Background: an optimization exercise with open tools, aiming at a short achievable clock period and few clock cycles. Do not read the settings as production practice.
Power is estimated from default activity; no workload was simulated.

==> flow/design.v (excerpt) <==
module idxfp (
    input             clk,
    input             rst,             
    input             reset_capable,   
    input             poll,
    input      [31:0] now,
    output            busy,
    input             rx_avail,
    input       [7:0] rx_data,
    output            rx_pop,
    output            rdr_rst_n,
    output            ev_read,
    output            ev_remove,
    output     [39:0] ev_tag,
    input             cfg_req,
    input             cfg_we,
    input       [1:0] cfg_addr,
    input      [31:0] cfg_wdata,
    output     [31:0] cfg_rdata
);
For scale: roughly 1,900 cells after synthesis, ~160 I/O pins, roughly 15,000 µm² of cells after synthesis.
==> flow/config.mk <==
export PLATFORM = sky130hd
export DESIGN_NAME = idxfp
export DESIGN_NICKNAME = idxfp
export VERILOG_FILES = /design/flow/design.v
export SDC_FILE = /design/flow/constraint.sdc
export NUM_CORES = 4
export LEC_CHECK = 0
export CAP_MARGIN = 20
export CORE_MARGIN = 2
export CORE_UTILIZATION = 40
export SETUP_SLACK_MARGIN = 2.7
export SLEW_MARGIN = 20
export SYNTH_HIERARCHICAL = 1
==> flow/constraint.sdc <==
create_clock -name core_clock -period 5.0 [get_ports {clk}]
set_input_delay 1.0000 -clock core_clock [delete_from_list [all_inputs] [get_ports {clk}]]
set_output_delay 1.0000 -clock core_clock [all_outputs]
set_load 0.01 [all_outputs]
standard.sh (not shown) runs the stock make flow with config.mk's settings and CLKGATE_MAP_FILE= SYNTH_SCRIPT=/design/flow/synth_recipe.tcl, a recipe that flattens the netlist after the stock synthesis.
==> flow/flow/run.sh <==
#!/bin/bash
# The standard layout flow (standard.sh), with the platform's don't-use
# list extended by slow high-fan-in OR/NOR cells, 3-input XOR/XNOR cells and
# the adder cells, so that ABC and the resizer map the logic onto faster
# gates. Everything else, synthesis script included, is the standard flow.
set -euo pipefail
here=$(pwd)
du=$(make -s -C "$FLOW_HOME" DESIGN_CONFIG="$here/config.mk" WORK_HOME="$here/orfs" \
       print-DONT_USE_CELLS 2> "$here/print_dont_use.log" | sed -n 's/^DONT_USE_CELLS: //p')
extra=$(tr '\n' ' ' < "$here/flow/dont_use_extra.txt")
bash standard.sh "DONT_USE_CELLS=$du $extra" finish > "$here/standard_flow.log" 2>&1
==> flow/flow/dont_use_extra.txt <==
sky130_fd_sc_hd__or3_*
sky130_fd_sc_hd__or3b_*
sky130_fd_sc_hd__or4_*
sky130_fd_sc_hd__or4b_*
sky130_fd_sc_hd__or4bb_*
sky130_fd_sc_hd__nor4_*
sky130_fd_sc_hd__nor4b_*
sky130_fd_sc_hd__nor4bb_*
sky130_fd_sc_hd__xor3_*
sky130_fd_sc_hd__xnor3_*
sky130_fd_sc_hd__a2111o_*
sky130_fd_sc_hd__a2111oi_*
sky130_fd_sc_hd__fa_*
sky130_fd_sc_hd__ha_*
sky130_fd_sc_hd__nor3_*
sky130_fd_sc_hd__nor3b_*
sky130_fd_sc_hd__and4b_*
sky130_fd_sc_hd__and4bb_*
sky130_fd_sc_hd__mux4_*
The starting point went through all stages and came out clean.
Rerun with:
==> flow/run.sh (new file) <==
#!/bin/bash
# synth_recipe.tcl (not shown) runs the flow's synth.tcl, then flattens the netlist and writes it again
# the make line also repeats each setting of config.mk as NAME=value (left out here)
make -C /OpenROAD-flow-scripts/flow DESIGN_CONFIG=/design/flow/config.mk WORK_HOME=/design/flow/orfs CLKGATE_MAP_FILE= SYNTH_SCRIPT=/design/flow/synth_recipe.tcl finish
removed: flow/flow/run.sh
removed: flow/flow/dont_use_extra.txt
removed: flow/standard.sh
After rerunning:
- first-iteration DRC count came out lower by 3.6%
- worst setup slack gets worse by 0.13 ns
- fmax goes down by 5.1%
- wire length came out higher by 1.2%
- total power increases by 2.3%
Rerun with:
==> flow/flow/run.sh (new file) <==
#!/bin/bash
# The standard layout flow (standard.sh), with the platform's don't-use
# list extended by slow high-fan-in OR/NOR cells, 3-input XOR/XNOR cells and
# the adder cells, so that ABC and the resizer map the logic onto faster
# gates. Everything else, synthesis script included, is the standard flow.
set -euo pipefail
here=$(pwd)
du=$(make -s -C "$FLOW_HOME" DESIGN_CONFIG="$here/config.mk" WORK_HOME="$here/orfs" \
       print-DONT_USE_CELLS 2> "$here/print_dont_use.log" | sed -n 's/^DONT_USE_CELLS: //p')
extra=$(tr '\n' ' ' < "$here/flow/dont_use_extra.txt")
bash standard.sh "DONT_USE_CELLS=$du $extra" finish > "$here/standard_flow.log" 2>&1
==> flow/flow/dont_use_extra.txt (new file) <==
sky130_fd_sc_hd__or3_*
sky130_fd_sc_hd__or3b_*
sky130_fd_sc_hd__or4_*
sky130_fd_sc_hd__or4b_*
sky130_fd_sc_hd__or4bb_*
sky130_fd_sc_hd__nor4_*
sky130_fd_sc_hd__nor4b_*
sky130_fd_sc_hd__nor4bb_*
sky130_fd_sc_hd__xor3_*
sky130_fd_sc_hd__xnor3_*
sky130_fd_sc_hd__a2111o_*
sky130_fd_sc_hd__a2111oi_*
sky130_fd_sc_hd__fa_*
sky130_fd_sc_hd__ha_*
sky130_fd_sc_hd__nor3_*
sky130_fd_sc_hd__nor3b_*
sky130_fd_sc_hd__and4b_*
sky130_fd_sc_hd__and4bb_*
sky130_fd_sc_hd__mux4_*
sky130_fd_sc_hd__mux2_*
sky130_fd_sc_hd__and4_*
sky130_fd_sc_hd__o2111a_*
==> flow/standard.sh (new file) <==
#!/bin/bash
# synth_recipe.tcl (not shown) runs the flow's synth.tcl, then flattens the netlist and writes it again
# the make line also repeats each setting of config.mk as NAME=value (left out here)
make -C /OpenROAD-flow-scripts/flow DESIGN_CONFIG=/design/flow/config.mk WORK_HOME=/design/flow/orfs CLKGATE_MAP_FILE= SYNTH_SCRIPT=/design/flow/synth_recipe.tcl "${@:-finish}"
removed: flow/run.sh
Outcome: The changed run went through all stages and came out clean; via count shrinks by 3.3%; power grows by 3.2%; sequential share of layout area grows by 2.3 points; final cell count shrinks by 2.6%; sequential cell count does not change.
Function was not checked in any run of this note: the RTL went through the layout flow alone.

## separate check: timing with driven ports
The results above use ideal ports. As a check the final layouts listed here were re-extracted and re-timed, cells and wires unchanged. Step 1: set_driving_cell puts a clkbuf_16 on clk and a buf_2 on each other input, an assumption about the parent block. Step 2 moves the port delays by t, midway between the first and last clock arrival at a register: inputs arrive t later, outputs are due t later. That takes back most of the time a late clock gives input paths. Three values: ideal ports, drivers, drivers and shift; two values: the first two.
run | t, ns | slack for setup (ns) | hold slack, ns | latest minus earliest clock arrival (ns)
the first run | 0.621 | 2.578 / 2.571 / 1.961 | 0.434 / 0.434 / 0.434 | 0.013 / 0.014
the second run | 0.635 | 2.448 / 2.448 / 1.814 | 0.426 / 0.426 / 0.426 | 0.018 / 0.017
the third run | 0.626 | 2.395 / 2.392 / 1.766 | 0.434 / 0.434 / 0.434 | 0.021 / 0.022
After both steps every run listed still meets setup and hold. For the second run, which loses most, drivers alone change the setup slack by 0.000 ns; drivers and shift together by -0.634 ns.
